Source: an optimization exercise on an open RTL-to-GDS flow (aim: small area and few clock cycles). Production flows keep margins and buffers that such runs may drop.
The RTL was checked by simulation tests, not by an equivalence proof against the original design.
No activity file was given, so power comes from the tool's default toggle rates.

## flow/design.v (module list and top-level ports; edited modules follow where they fit)
// module lifx_registry: 458 lines
// module lifx_assembler: 1108 lines
// module lifx_oai22: 6 lines
// module lifx_nor: 6 lines
// module lifx_nand: 6 lines
// module lifx_control: 1187 lines
// module lifx_g_a211oi_1: 5 lines
// module lifx_g_a21boi_0: 5 lines
// module lifx_g_a21o_2: 5 lines
// module lifx_g_a21oi_1: 5 lines
// module lifx_g_a22o_2: 5 lines
// module lifx_g_a22oi_1: 5 lines
// module lifx_g_a31oi_1: 5 lines
// module lifx_g_a32o_1: 5 lines
// module lifx_g_a32oi_1: 5 lines
// module lifx_g_clkinv_1: 5 lines
// module lifx_g_nand2_1: 5 lines
// module lifx_g_nand3_1: 5 lines
// module lifx_g_nand3b_1: 5 lines
// module lifx_g_nand4_1: 5 lines
// module lifx_g_nor2_1: 5 lines
// module lifx_g_nor3_1: 5 lines
// module lifx_g_nor4_1: 5 lines
// module lifx_g_o211ai_1: 5 lines
// module lifx_g_o21a_1: 5 lines
// module lifx_g_o21ai_0: 5 lines
// module lifx_g_o21bai_1: 5 lines
// module lifx_g_o22ai_1: 5 lines
// module lifx_g_o31ai_1: 5 lines
// module lifx_g_o32ai_1: 5 lines
// module lifx_g_xnor2_1: 5 lines
module lifx_assembler (
    input  wire         clk,
    input  wire         rst,
    input  wire         req_valid,
    output wire         req_ready,
    input  wire [11:0]  hdr_protocol,
    input  wire         hdr_addressable,
    input  wire         hdr_tagged,
    input  wire [1:0]   hdr_origin,
    input  wire [31:0]  hdr_source,
    input  wire [63:0]  hdr_target,
    input  wire [47:0]  hdr_site_id,
    input  wire         hdr_res_required,
    input  wire         hdr_ack_required,
    input  wire [7:0]   hdr_sequence,
    input  wire [63:0]  hdr_timestamp,
    input  wire [15:0]  pld_type,
    input  wire [511:0] pld_data,
    output wire         tx_valid,
    output wire         tx_last,
    output wire [7:0]   tx_data,
    input  wire         tx_ready,
    output wire         res_valid,
    output wire [3:0]   res_status
);
  // ...
==> flow/flow/run.sh <==
#!/bin/bash
# The standard layout (standard.sh), with these changes to how the layout
# is made:
#  - the port buffers are the smallest buffer cell (buf_1) instead of the cell
#    buffer_ports picks by default;
#  - before floorplanning, every combinational cell is given the smallest drive
#    strength of its function (flow/downsize.tcl); the flow's repair steps
#    size cells up again where timing, slew or load need it;
#  - power recovery (downsizing gates off the critical paths) after global
#    routing.
# Each ORFS step writes its full log under orfs/logs/; make's output goes to
# orfs_make.log.
set -euo pipefail
here=$(pwd)
bash standard.sh \
  'BUFFER_PORTS_ARGS=-buffer_cell sky130_fd_sc_hd__buf_1' \
  "PRE_FLOORPLAN_TCL=$here/flow/downsize.tcl" \
  RECOVER_POWER=100 \
  finish > orfs_make.log 2>&1
==> flow/flow/downsize.tcl <==
# Before floorplanning: give every combinational cell the smallest drive
# strength of its function (same cell name but for the _N size suffix), unless
# it drives more than 3 pins. The
# flow's own timing and design repair size cells up again where needed.
set ds_count 0
set ds_saved 0.0
foreach inst [get_cells *] {
  set lc [get_lib_cells -of_objects $inst]
  set name [get_name $lc]
  if {![regexp {^(sky130_fd_sc_hd__[a-z0-9]+)_([0-9]+)$} $name -> base size]} { continue }
  if {[regexp {^sky130_fd_sc_hd__(df|edf|sdf|dl|sdl|einv|ebuf)} $base]} { continue }
  if {[regexp {^sky130_fd_sc_hd__(buf|clkbuf|clkdlybuf|dlygate|dlymetal|inv|clkinv|conb|lpflow|probe|diode|tap|fill|decap)} $base]} { continue }
  # keep cells that drive many pins at the size synthesis chose
  set loads 0
  foreach pin [get_pins -of_objects $inst -filter "direction == output"] {
    foreach net [get_nets -of_objects $pin] {
      incr loads [llength [get_pins -of_objects $net -filter "direction == input"]]
    }
  }
  if {$loads > 3} { continue }
  set best $lc
  set best_area [get_property $lc area]
  foreach cand [get_lib_cells ${base}_*] {
    set cn [get_name $cand]
    if {![regexp "^${base}_\[0-9\]+\$" $cn]} { continue }
    if {[get_property $cand dont_use]} { continue }
    set ca [get_property $cand area]
    if {$ca < $best_area} { set best $cand; set best_area $ca }
  }
  if {$best ne $lc} {
    set ds_saved [expr {$ds_saved + [get_property $lc area] - $best_area}]
    replace_cell $inst $best
    incr ds_count
  }
}
puts "downsize: replaced $ds_count cells, [format %.1f $ds_saved] um2 less"
==> flow/standard.sh <==
#!/bin/bash
# synth_recipe.tcl (not shown) runs the flow's synth.tcl, then flattens the netlist and writes it again
# the make line also repeats each setting of config.mk as NAME=value (left out here)
make -C /OpenROAD-flow-scripts/flow DESIGN_CONFIG=/design/flow/config.mk WORK_HOME=/design/flow/orfs CLKGATE_MAP_FILE= SYNTH_SCRIPT=/design/flow/synth_recipe.tcl "${@:-finish}"
==> flow/config.mk <==
export PLATFORM = sky130hd
export DESIGN_NAME = lifx_assembler
export DESIGN_NICKNAME = lifx_assembler
export VERILOG_FILES = /design/flow/design.v
export SDC_FILE = /design/flow/constraint.sdc
export NUM_CORES = 4
export LEC_CHECK = 0
export CAP_MARGIN = 35
export CORE_AREA = 5 5 275 275
export CTS_BUF_LIST = sky130_fd_sc_hd__clkbuf_2
export DIE_AREA = 0 0 280 280
export GPL_TIMING_DRIVEN = 0
export SLEW_MARGIN = 35
export SYNTH_HIERARCHICAL = 1
export SYNTH_MINIMUM_KEEP_SIZE = 0
==> flow/constraint.sdc <==
create_clock -name core_clock -period 8.0 [get_ports {clk}]
set_input_delay 1.6000 -clock core_clock [delete_from_list [all_inputs] [get_ports {clk}]]
set_output_delay 1.6000 -clock core_clock [all_outputs]
set_load 0.01 [all_outputs]
==> flow_summary.yaml, run 1 <==
floorplanning:
  die_h_um: 280
  placementRows: 99
  die_w_um: 280
layout:
  final_cell_mix: "buf_1, o22ai_1, nand2_1"
  layout_commonest_cell: "buf_1"
  seq_cells: 7
  final_cell_area_um2: 9190
  multi_input_gates: 765
clock_network:
  cts_inserted_buffers: 3
  clkLatencyLatePin_ps: 240
  clk_pin_slew_ps: 70
  post-cts-setup-buffers: 0
  cts-root-buf: "clkbuf_2"
worst_hold_path:
  hp-class: "flip-flop to flip-flop"
  min_from: "idx[1]$_DFF_P_"
worst_setup_path:
  r2r_slack_ps: 4260
  crit_path_max_incr_delay_ps: 1010
  cp.depth: 12
global_route:
  grt_first_pass_wirelength_mm: 102
  grt_overflow: 0
  antenna_found_initial: 37
pwr:
  peakVddDrop_v: 0.0000202
  powerClk_uw: 26.5
outcome:
  status: "no timing/DRC/antenna violations"
detailed_routing:
  vias: 12050
placed_design:
  place_hpwl_mm: 72.6
sta:
  clock_skew_ps: 4.29
  setup_viol: 0
run:
  maxCapViolCount: 0
Testbench counts, summed over its fixed seeds: cycles 77,707.
==> run 2: changes to the inputs <==
--- a/flow/config.mk
+++ b/flow/config.mk
@@ -7,3 +7,3 @@
 export LEC_CHECK = 0
-export CAP_MARGIN = 35
+export CAP_MARGIN = 10
 export CORE_AREA = 5 5 275 275
@@ -11,4 +11,3 @@
 export DIE_AREA = 0 0 280 280
-export GPL_TIMING_DRIVEN = 0
-export SLEW_MARGIN = 35
+export SLEW_MARGIN = 10
 export SYNTH_HIERARCHICAL = 1
==> run 2 against run 1 <==
Now fails the layout checks on capacitance limit, slew limit. Worst setup slack improved by 280 ps. Sequential power about the same. Power fell by 3.0%.
==> flow_summary.yaml, run 2 <==
outcome:
  status: "finished with violations"
  violatedChecks: "capacitance limit, slew limit"
pwr:
  p_int_uw: 171
  peakVddDrop_v: 0.0000238
  p_leak_nw: 2.46
  power.density_nw_per_um2: 39.1
  p_seq_share_pct: 10.8
  switching_share_pct: 51.3
  p_switching_uw: 180
  power_frac_comb_pct: 81.9
  pwr-share-clk_pct: 7.3
global_route:
  first_global_vias: 11427
  track_usage_pct: 19.5
  grt_max_degree: 18
  grt_first_pass_wirelength_mm: 103
  antenna_found_initial: 38
  grt_overflow: 0
clock_network:
  clkLatencyLatePin_ps: 220
  cts.sink_count: 7
  post-cts-setup-buffers: 0
  postCtsHoldBufs: 0
  cts_inserted_buffers: 3
  cts-resized-gates: 0
  cts_tree: "done"
  clk_pin_slew_ps: 70
  htree_num_levels: 1
  ctsLongestPathBuffers: 2
  cts-root-buf: "clkbuf_2"
worst_setup_path:
  crit_path_end_kind: "output pin"
  crit_fanout: 17
  slowest_stage: "nor3_1"
  path_class: "flip-flop to output pin"
  cp_cell_sequence: "inv_1, nor3_1, nand2_1, o22ai_1, nor4_1, nand4_1, nor4_1, buf_1"
  start_kind: "flip-flop"
  cp.required_ps: 6400
  critPathMostFrequentCell: "nor4_1"
  arrival_ps: 5170
  crit_path_max_incr_delay_ps: 1630
floorplanning:
  die_w_um: 280
  initial_utilization_pct: 6.47
  core_um2: 72600
  die_area_um2: 78400
  ioPinCount: 782
  die_h_um: 280
  placementRows: 99
sta:
  whs_ps: 555
  rsz0062_at_grt: "false"
  hold_viol_final: 0
  max-slew-margin-rel_pct: -40.6
  tns_ps: 0
  post-route-min-period_ps: 6770
  period_share_pct: 84.6
  worst_pin_slew_ps: 2090
  setup_viol: 0
  maxSlewViolCount: 18
  clock_skew_ps: 0.567
  max_freq_mhz: 148
detailed_routing:
  drc: 0
  drt_iter0_drc: 1076
  avgRoutedWirePerCell_um: 32.4
  via_per_inst: 4.60
  drtPass1Iterations: 5
  antenna_left: 0
  vias: 11876
  wirelength_mm: 83.8
worst_hold_path:
  hp-class: "flip-flop to flip-flop"
placed_design:
  routabilityCongestion: 0.963
  place_area_um2: 8900
  port_buffers: 779
  place_hpwl_mm: 73.6
  place_inst: 2560
layout:
  drive_gt1_share_pct: 1.74
  final_cell_mix: "buf_1, o22ai_1, nand2_1"
  final_cell_count_no_fill: 2584
  largest_reg_flops: 7
  fillers: 8684
  syn2layout_area_growth_pct: 90.7
  layout_commonest_cell: "buf_1"
  largest-register: "idx"
  post-route-util_pct: 12.3
  nets: 2372
  top_regs: "idx: 7 flops"
  final_cell_area_um2: 8960
synth:
  synthCells: 814
  synth.avg_cell_area_um2: 5.77
  yosys_warnings: 7
  netlist_area_um2: 4700
run:
  maxCapViolCount: 1
run 2: worst paths after layout:
check / start / endpoint / slack (ps) / cells after the start
worst max-delay path: idx[5]$_DFF_P_ / tx_data[6] / 1230 / 8
worst min-delay path: idx[1]$_DFF_P_ / idx[1]$_DFF_P_ / 560 / 2
worst max register to register: idx[5]$_DFF_P_ / idx[3]$_DFF_P_ / 2580 / 11
worst min register to register: idx[1]$_DFF_P_ / idx[1]$_DFF_P_ / 560 / 2
run 2: per-layer routing:
layer,GRT usage (%),wire length [µm],vias up
met5,0,173,-
met4,3.76,2170,20
met3,6.15,8840,147
met2,31.1,36800,1044
met1,26.2,35700,5512
li1,-,-,5153
run 2: power by group through the flow:
stage,sequential (mW),combinational [mW],clock (mW)
after CTS,0.0376,0.289,0.0264
after global routing,0.0378,0.308,0.0299
after global placement,0.0384,0.287,0
final,0.0377,0.287,0.0257
after floorplan,0.0380,0.0719,0
after detailed placement,0.0384,0.287,0
run 2: stage by stage:
stage	power, mW	setup slack, ps
after CTS	0.353	1230
after floorplan	0.110	2610
after global placement	0.325	1260
after detailed placement	0.325	1230
final	0.350	1230
after global routing	0.376	781
run 2: area by class of cell:
cell class | instances | area [µm²] | share of cell area (%)
clock buffers | 4 | 20.0 | 0.223
diodes | 20 | 50.0 | 0.559
flip-flops and latches | 7 | 140 | 1.56
well taps | 959 | 1200 | 13.4
inverters | 34 | 128 | 1.42
multi-input cells | 765 | 4380 | 48.9
repair buffers | 795 | 3040 | 34.0
run 2: critical path: cells and delay by family (launching register included):
family	cells	cell delay (ps)
flops	1	480
buf+inv	2	410
compound gates	1	680
simple gates	5	3350
==> run 3: changes to the inputs <==
--- a/flow/config.mk
+++ b/flow/config.mk
@@ -7,3 +7,3 @@
 export LEC_CHECK = 0
-export CAP_MARGIN = 10
+export CAP_MARGIN = 20
 export CORE_AREA = 5 5 275 275
@@ -11,3 +11,3 @@
 export DIE_AREA = 0 0 280 280
-export SLEW_MARGIN = 10
+export SLEW_MARGIN = 20
 export SYNTH_HIERARCHICAL = 1
==> run 3 against run 2 <==
The run now finishes clean. Power is 0.46% higher. Non-clock buffer count rose by 1. Sequential power about the same. Register-to-register slack gained 1300 ps. Count of clock-buffer cells in the layout is the same. Via count grew 1.2%. Synthesized area stayed put. Utilization rose by 0.050 points. Flip-flop and latch count unchanged. Worst setup slack better by 100 ps. Clock skew up 1.0 ps. Highest routed layer unchanged.
==> flow_summary.yaml, run 3 <==
clock_network:
  postCtsHoldBufs: 0
  ctsLongestPathBuffers: 2
  cts_inserted_buffers: 3
  cts_tree: "done"
  post-cts-setup-buffers: 0
  cts-root-buf: "clkbuf_2"
  cts.sink_count: 7
  cts-resized-gates: 0
  clk_pin_slew_ps: 70
  clkLatencyLatePin_ps: 220
  htree_num_levels: 1
pwr:
  p_leak_nw: 2.47
  switching_share_pct: 51.5
  p_switching_uw: 181
  pwr-share-clk_pct: 7.4
  peakVddDrop_v: 0.0000243
  power_frac_comb_pct: 81.9
  p_seq_share_pct: 10.7
  p_int_uw: 171
  power.density_nw_per_um2: 39.1
sta:
  period_share_pct: 83.3
  tns_ps: 0
  max_freq_mhz: 150
  rsz0062_at_grt: "false"
  worst_pin_slew_ps: 1210
  setup_viol: 0
  maxSlewViolCount: 0
  clock_skew_ps: 1.57
  max-slew-margin-rel_pct: 19.0
  post-route-min-period_ps: 6670
  hold_viol_final: 0
detailed_routing:
  drt_iter0_drc: 1154
  avgRoutedWirePerCell_um: 32.5
  vias: 12017
  drc: 0
  antenna_left: 0
  wirelength_mm: 84.2
  via_per_inst: 4.65
  drtPass1Iterations: 5
synth:
  synthCells: 814
  synth.avg_cell_area_um2: 5.77
  yosys_warnings: 7
  netlist_area_um2: 4700
worst_setup_path:
  cp.required_ps: 6400
  path_buf_inv: 4
  r2r_slack_ps: 3850
  arrival_ps: 5070
  rr_startpoint: "idx[2]$_DFF_P_"
  worstReg2RegEnd: "idx[3]$_DFF_P_"
  crit_end: "tx_data[5]"
  cp_cell_sequence: "clkbuf_1, inv_1, nor2_1, inv_1, nand2_1, nor2_1, a22oi_1, nand3_1, a21oi_1, o21bai_1, o22ai_1, nor4_1, nand4_1, nor4_1, buf_1"
  cp.depth: 15
  crit_start: "pld_type[0]"
  path_class: "input port to output pin"
  r2r_cells: 13
  start_kind: "input port"
  crit_path_end_kind: "output pin"
  crit_fanout: 8
  cp_top_family: "simple AND/OR/NAND/NOR gates"
  crit_path_max_incr_delay_ps: 600
  slowest_stage: "nor4_1"
floorplanning:
  initial_utilization_pct: 6.47
  die_area_um2: 78400
  die_w_um: 280
  die_h_um: 280
  placementRows: 99
  ioPinCount: 782
  core_um2: 72600
global_route:
  grt_overflow: 0
  gr-max-usage-layer: "met2"
  grt_first_pass_wirelength_mm: 103
  grt_use_met3_pct: 5.54
  grt_max_degree: 18
  met2_usage_pct: 31.4
  antenna_found_initial: 39
  first_global_vias: 11462
  track_usage_pct: 19.6
  use_met1_pct: 26.7
placed_design:
  routabilityCongestion: 0.963
  port_buffers: 779
  place_inst: 2561
  place_hpwl_mm: 73.6
layout:
  top_regs: "idx: 7 flops"
  layout_commonest_cell: "buf_1"
  final_cell_mix: "buf_1, o22ai_1, nand2_1"
  largest-register: "idx"
  nets: 2373
  drive_gt1_share_pct: 2.05
  largest_reg_flops: 7
  syn2layout_area_growth_pct: 91.4
  fillers: 8717
  final_cell_count_no_fill: 2586
run:
  maxCapViolCount: 0
outcome:
  status: "no timing/DRC/antenna violations"
worst_hold_path:
  hp-class: "flip-flop to flip-flop"
-- run 3: through the flow --
step	hold WS, ps	util (%)	setup WS [ps]	total power [mW]	area (µm²)
2_1_floorplan	496	-	2610	0.110	4700
3_3_place_gp	527	12.3	1260	0.325	8900
3_5_place_dp	534	12.3	1210	0.326	8920
4_1_cts	544	12.3	1210	0.353	8940
5_1_grt	581	12.3	968	0.376	8960
6_report	557	12.4	1330	0.352	9000
-- run 3: worst min path at each step --
stage,start,end,slack [ps],cells past startpoint
2_1_floorplan,idx[1]$_DFF_P_,idx[1]$_DFF_P_,500,2
3_3_place_gp,idx[1]$_DFF_P_,idx[1]$_DFF_P_,530,2
3_5_place_dp,idx[1]$_DFF_P_,idx[1]$_DFF_P_,530,2
4_1_cts,idx[1]$_DFF_P_,idx[1]$_DFF_P_,540,2
5_1_grt,idx[1]$_DFF_P_,idx[1]$_DFF_P_,580,2
6_report,idx[1]$_DFF_P_,idx[1]$_DFF_P_,560,2
-- run 3: layout make-up --
class / instances / area, µm² / area share, %
Antenna cell: 21 / 52.6 / 0.584
Clock buffer: 4 / 20.0 / 0.223
Inverter: 34 / 128 / 1.42
Multi-Input combinational cell: 765 / 4400 / 49.0
Sequential cell: 7 / 140 / 1.56
Tap cell: 959 / 1200 / 13.3
Timing Repair Buffer: 796 / 3050 / 33.9
-- run 3: power groups by stage --
stage	Sequential [mW]	Combinational, mW	Clock (mW)
finish	0.0377	0.288	0.0259
global route	0.0380	0.308	0.0299
CTS	0.0376	0.289	0.0264
detailed placement	0.0385	0.287	0
global placement	0.0384	0.287	0
floorplan	0.0380	0.0719	0
-- run 3: tightest hold or removal path: cells and delay by family (launching register included) --
kind / cells / cell delay (ps)
and+or+nand+nor: 2 / 160
DFF: 1 / 360
-- run 3: metal layers --
layer,vias up,part of all wire (%),routed length (µm)
met5,-,0.14,114
met4,16,2.2,1890
met3,139,9.8,8240
met2,1024,44,37100
met1,5679,44,36800
li1,5159,-,-
==> run 4: changes to the inputs <==
--- a/flow/flow/run.sh
+++ b/flow/flow/run.sh
@@ -9,3 +9,5 @@
 #  - power recovery (downsizing gates off the critical paths) after global
-#    routing.
+#    routing;
+#  - pins may sit on neighbouring routing tracks (place_pins -min_distance 1
+#    -min_distance_in_tracks), so that all ports fit on a smaller die.
 # Each ORFS step writes its full log under orfs/logs/; make's output goes to
@@ -18,2 +20,3 @@
   RECOVER_POWER=100 \
+  "PLACE_PINS_ARGS=-min_distance 1 -min_distance_in_tracks" \
   finish > orfs_make.log 2>&1
--- a/flow/config.mk
+++ b/flow/config.mk
@@ -8,5 +8,5 @@
 export CAP_MARGIN = 20
-export CORE_AREA = 5 5 275 275
+export CORE_AREA = 5 5 215 215
 export CTS_BUF_LIST = sky130_fd_sc_hd__clkbuf_2
-export DIE_AREA = 0 0 280 280
+export DIE_AREA = 0 0 220 220
 export SLEW_MARGIN = 20
==> run 4 against run 3 <==
Flip-flop and latch count unchanged. Register-to-register slack better by 970 ps. Still clean on timing, DRC and antenna. Critical endpoint unchanged. Maximum frequency down 0.45%.
==> flow_summary.yaml, run 4 <==
outcome:
  status: "no timing/DRC/antenna violations"
layout:
  largest_reg_flops: 7
  regArea_um2: 140
  largest-register: "idx"
  fillers: 5283
  final_cell_mix: "buf_1, o22ai_1, nand2_1"
  multi_input_area_um2: 4370
  syn2layout_area_growth_pct: 80.4
  layout_commonest_cell: "buf_1"
  nets: 2368
  drive_gt1_share_pct: 1.56
  top_regs: "idx: 7 flops"
synth:
  yosys_warnings: 7
  synth.avg_cell_area_um2: 5.77
  netlist_area_um2: 4700
  synthCells: 814
floorplanning:
  die_w_um: 220
  ioPinCount: 782
  initial_utilization_pct: 10.7
  core_um2: 43900
  die_h_um: 220
  placementRows: 77
  die_area_um2: 48400
sta:
  tns_ps: 0
  worst_pin_slew_ps: 1140
  max_freq_mhz: 149
  max-slew-margin-rel_pct: 23.9
  period_share_pct: 83.7
  clock_skew_ps: 8.36
  rsz0062_at_grt: "false"
  maxSlewViolCount: 0
  setup_viol: 0
  setup_ws_ps: 1300
  hold_viol_final: 0
  post-route-min-period_ps: 6700
placed_design:
  place_hpwl_mm: 57.5
  port_buffers: 779
  pre_cts_ws_ps: 1350
  routabilityCongestion: 1.10
global_route:
  use_met1_pct: 28.1
  track_usage_pct: 24.4
  grt_max_degree: 18
  met2_usage_pct: 38.0
  grt_overflow: 0
  first_global_vias: 11413
  gr-max-usage-layer: "met2"
  antenna_found_initial: 23
  grt_first_pass_wirelength_mm: 84.5
  grt_use_met3_pct: 6.76
clock_network:
  clkLatencyLatePin_ps: 230
  cts_tree: "done"
  cts.sink_count: 7
  postCtsHoldBufs: 0
  cts-root-buf: "clkbuf_2"
  ctsLongestPathBuffers: 2
  post-cts-setup-buffers: 0
  cts_inserted_buffers: 3
  clk_pin_slew_ps: 80
  htree_num_levels: 1
  cts-resized-gates: 0
run:
  maxCapViolCount: 0
worst_setup_path:
  start_kind: "input port"
  cp.required_ps: 6400
  path_class: "input port to output pin"
  crit_path_end_kind: "output pin"
  arrival_ps: 5100
  crit_fanout: 9
detailed_routing:
  via_per_inst: 5.60
  antenna_left: 0
  drt_iter0_drc: 1689
  vias: 12416
  avgRoutedWirePerCell_um: 30.2
  drtPass1Iterations: 13
  wirelength_mm: 66.9
  drc: 0
pwr:
  p_leak_nw: 2.45
  peakVddDrop_v: 0.0000217
  power.density_nw_per_um2: 40.9
worst_hold_path:
  hp-class: "flip-flop to flip-flop"
## run 4: area by class of cell
type	count	share of cell area, %
multi-input combinational	765	51.6
timing repair buffer	791	35.6
tap	592	8.74
sequential	7	1.65
inverter	34	1.51
antenna	24	0.708
clock buffer	4	0.236
## run 4: critical path, stage by stage
cell and delay (ps):
clkbuf_1 370, inv_1 250, nor2_1 220, inv_1 90
nand2_1 90, nor2_1 70, a22oi_1 330, nand3_1 160
a21oi_1 200, o21bai_1 180, o22ai_1 110, nor4_1 440
nand4_1 270, nor4_1 340, buf_1 370
## run 4: report_power, final
group	internal, mW	switching, mW	leakage [nW]	total [mW]
Combinational	0.122	0.160	2.38	0.282
Sequential	0.0360	0.00186	0.0569	0.0379
Clock	0.0133	0.0129	0.0168	0.0262
## run 4: path summary, 6_finish.rpt
path                    end           start  slack [ps]  cells after the start
min          idx[1]$_DFF_P_  idx[1]$_DFF_P_         570                      2
min reg2reg  idx[1]$_DFF_P_  idx[1]$_DFF_P_         570                      2
max              tx_data[5]     pld_type[1]        1300                     15
max reg2reg  idx[3]$_DFF_P_  idx[2]$_DFF_P_        4820                     14
## run 4: per-layer routing
| metal | wire [µm] | vias up |
|---|---|---|
| met4 | 6790 | 6 |
| met2 | 29100 | 1290 |
| met1 | 23700 | 5495 |
| li1 | - | 5152 |
| met3 | 7230 | 473 |
| met5 | 81 | - |
## run 4: through the flow
stage	util (%)	instances	area [µm²]	hold WS [ps]	total power, mW
final	19.3	2217	8480	569	0.346
after global routing	19.3	2212	8460	631	0.371
after CTS	19.2	2193	8420	563	0.341
after detailed placement	19.1	2189	8400	550	0.312
after global placement	19.1	2189	8390	544	0.312
after floorplan	-	815	4700	496	0.110
==> run 5: changes to the inputs <==
--- a/flow/config.mk
+++ b/flow/config.mk
@@ -11,2 +11,3 @@
 export DIE_AREA = 0 0 220 220
+export PLACE_DENSITY = 0.8
 export SLEW_MARGIN = 20
==> run 5 against run 4 <==
Die area unchanged. Utilization up 0.14 points. Flip-flop and latch count unchanged. Hold slack worse by 2.3 ps. Count of clock-buffer cells in the layout unchanged. Cell area up 0.74%. Clock power up 6%.
==> flow_summary.yaml, run 5 <==
detailed_routing:
  vias: 12708
  drt_iter0_drc: 1685
  drtPass1Iterations: 48
  via_per_inst: 5.65
  antenna_left: 0
  routed-wl-met3_mm: 7.59
  maxUsedRoutingLayer: "met5"
  drc: 0
  avgRoutedWirePerCell_um: 32.1
  wirelength_mm: 72.3
  wl_met1_mm: 24.6
  wl_met2_mm: 31.4
floorplanning:
  ioPinCount: 782
  core_um2: 43900
  placementRows: 77
  die_w_um: 220
  die_h_um: 220
  die_area_um2: 48400
  initial_utilization_pct: 10.7
synth:
  netlist_area_um2: 4700
  synthCells: 814
  yosys_warnings: 7
  synth.avg_cell_area_um2: 5.77
layout:
  layout_commonest_cell: "buf_1"
  post-route-util_pct: 19.4
  largest_reg_flops: 7
  nets: 2362
  top_regs: "idx: 7 flops"
  fillers: 5299
  largest-register: "idx"
  final_cell_count_no_fill: 2251
  syn2layout_area_growth_pct: 81.7
  final_cell_mix: "buf_1, o22ai_1, nand2_1"
  drive_gt1_share_pct: 1.19
worst_setup_path:
  r2r_cells: 13
  crit_fanout: 9
  arrival_ps: 4830
  r2r_slack_ps: 3960
  cp_top_family: "simple AND/OR/NAND/NOR gates"
  cp_cell_sequence: "clkbuf_1, inv_1, nor2_1, inv_1, nand2_1, nor2_1, a22oi_1, nand3_1, a21oi_1, o21bai_1, o22ai_1, nor4_1, nand4_1, nor4_1, buf_1"
  path_buf_inv: 4
  crit_path_max_incr_delay_ps: 570
  cp.depth: 15
  cp.required_ps: 6400
  slowest_stage: "nor4_1"
  start_kind: "input port"
  crit_path_end_kind: "output pin"
  path_class: "input port to output pin"
pwr:
  p_leak_nw: 2.41
  p_switching_uw: 171
  pwr-share-clk_pct: 8.1
  power_frac_comb_pct: 80.8
  p_int_uw: 169
  peakVddDrop_v: 0.0000224
  p_seq_share_pct: 11.1
  power.density_nw_per_um2: 39.8
  switching_share_pct: 50.2
clock_network:
  htree_num_levels: 1
  cts-root-buf: "clkbuf_2"
  clk_pin_slew_ps: 80
  cts_tree: "done"
  cts-resized-gates: 0
  post-cts-setup-buffers: 0
  cts_inserted_buffers: 3
  cts.sink_count: 7
  postCtsHoldBufs: 0
  clkLatencyLatePin_ps: 250
  ctsLongestPathBuffers: 2
sta:
  hold_viol_final: 0
  max-slew-margin-rel_pct: 23.4
  period_share_pct: 80.4
  worst_pin_slew_ps: 1140
  maxSlewViolCount: 0
  rsz0062_at_grt: "false"
  max_freq_mhz: 155
  clock_skew_ps: 3.90
  tns_ps: 0
  post-route-min-period_ps: 6430
  setup_viol: 0
placed_design:
  routabilityCongestion: 1.08
  place_inst: 2182
  place_hpwl_mm: 62.6
  port_buffers: 779
global_route:
  antenna_found_initial: 70
  track_usage_pct: 26.6
  first_global_vias: 11513
  grt_max_degree: 18
  grt_overflow: 0
  grt_first_pass_wirelength_mm: 90.0
outcome:
  status: "no timing/DRC/antenna violations"
worst_hold_path:
  hp-class: "flip-flop to flip-flop"
  min_path_cells: 2
run:
  maxCapViolCount: 0
==> run 5: changes by cell type in the layout (fill, tap and decap cells not counted), moves of 2 or more <==
cell      delta
buf_4        -7
buf_1        +3
diode_2     +40
o21ai_1      -2
o21ai_0      +2
clkbuf_1     -3
==> run 5: per-layer routing <==
layer	vias up	global-route usage (%)
met1	5684	28.6
met4	14	26.1
met2	1324	41.2
met3	504	7.31
met5	-	1.04
li1	5182	-
==> run 5: cell type report <==
type	instances	area [µm²]	share of cell area (%)
antenna	64	160	1.88
clock buffer	4	20.0	0.234
inverter	34	128	1.49
multi-input combinational	765	4380	51.3
sequential	7	140	1.64
tap	592	741	8.67
timing repair buffer	785	2970	34.8
==> run 5: final timing paths <==
| path | from | to |
|---|---|---|
| setup / recovery | pld_type[1] | tx_data[5] |
| hold / removal | idx[1]$_DFF_P_ | idx[1]$_DFF_P_ |
| setup reg to reg | idx[2]$_DFF_P_ | idx[3]$_DFF_P_ |
| hold reg to reg | idx[1]$_DFF_P_ | idx[1]$_DFF_P_ |
==> run 5: tightest hold or removal path, cell delays in order (launching register included) <==
cell and delay [ps]:
dfxtp_1 370, nor2_1 110, nor2_1 50
==> run 5: power by group through the flow <==
stage	Combinational (mW)	Sequential (mW)	Clock, mW
6_report	0.275	0.0377	0.0277
5_1_grt	0.293	0.0379	0.0296
4_1_cts	0.267	0.0376	0.0290
3_5_place_dp	0.265	0.0385	0
3_3_place_gp	0.265	0.0384	0
2_1_floorplan	0.0719	0.0380	0
==> run 5: through the flow <==
stage	hold WS, ps	power, mW	cell area [µm²]	setup WS, ps
3_3_place_gp	530	0.303	8340	1580
4_1_cts	553	0.334	8360	1580
2_1_floorplan	496	0.110	4700	2610
6_report	567	0.340	8540	1570
5_1_grt	595	0.360	8530	1180
3_5_place_dp	538	0.304	8340	1600

## what the ideal ports hide
Ports are ideal in the flow. The routed layouts listed here were re-timed in OpenROAD.
Step 1, drivers: a clkbuf_16 drives clk and a buf_2 each remaining input, both assumed.
Step 2 times the ports against the registers' clock, not the clock port: input delays grow and output delays shrink by t, the midpoint of the rising clock arrivals with the driver on.
Three values: ideal ports, drivers, drivers and shift; two values: the first two.
run	t, ns	setup slack, ns	pins driven straight from the clock port
run 1	0.268	0.952 / 0.897 / 0.897	1
run 2	0.255	1.234 / 1.197 / 1.292	1
run 3	0.258	1.333 / 1.263 / 1.263	1
run 4	0.255	1.303 / 1.265 / 1.265	1
run 5	0.270	1.566 / 1.539 / 1.539	1
The setup slack of run 3, which loses most, moves by -0.070 ns with the drivers and by -0.070 ns with both steps.
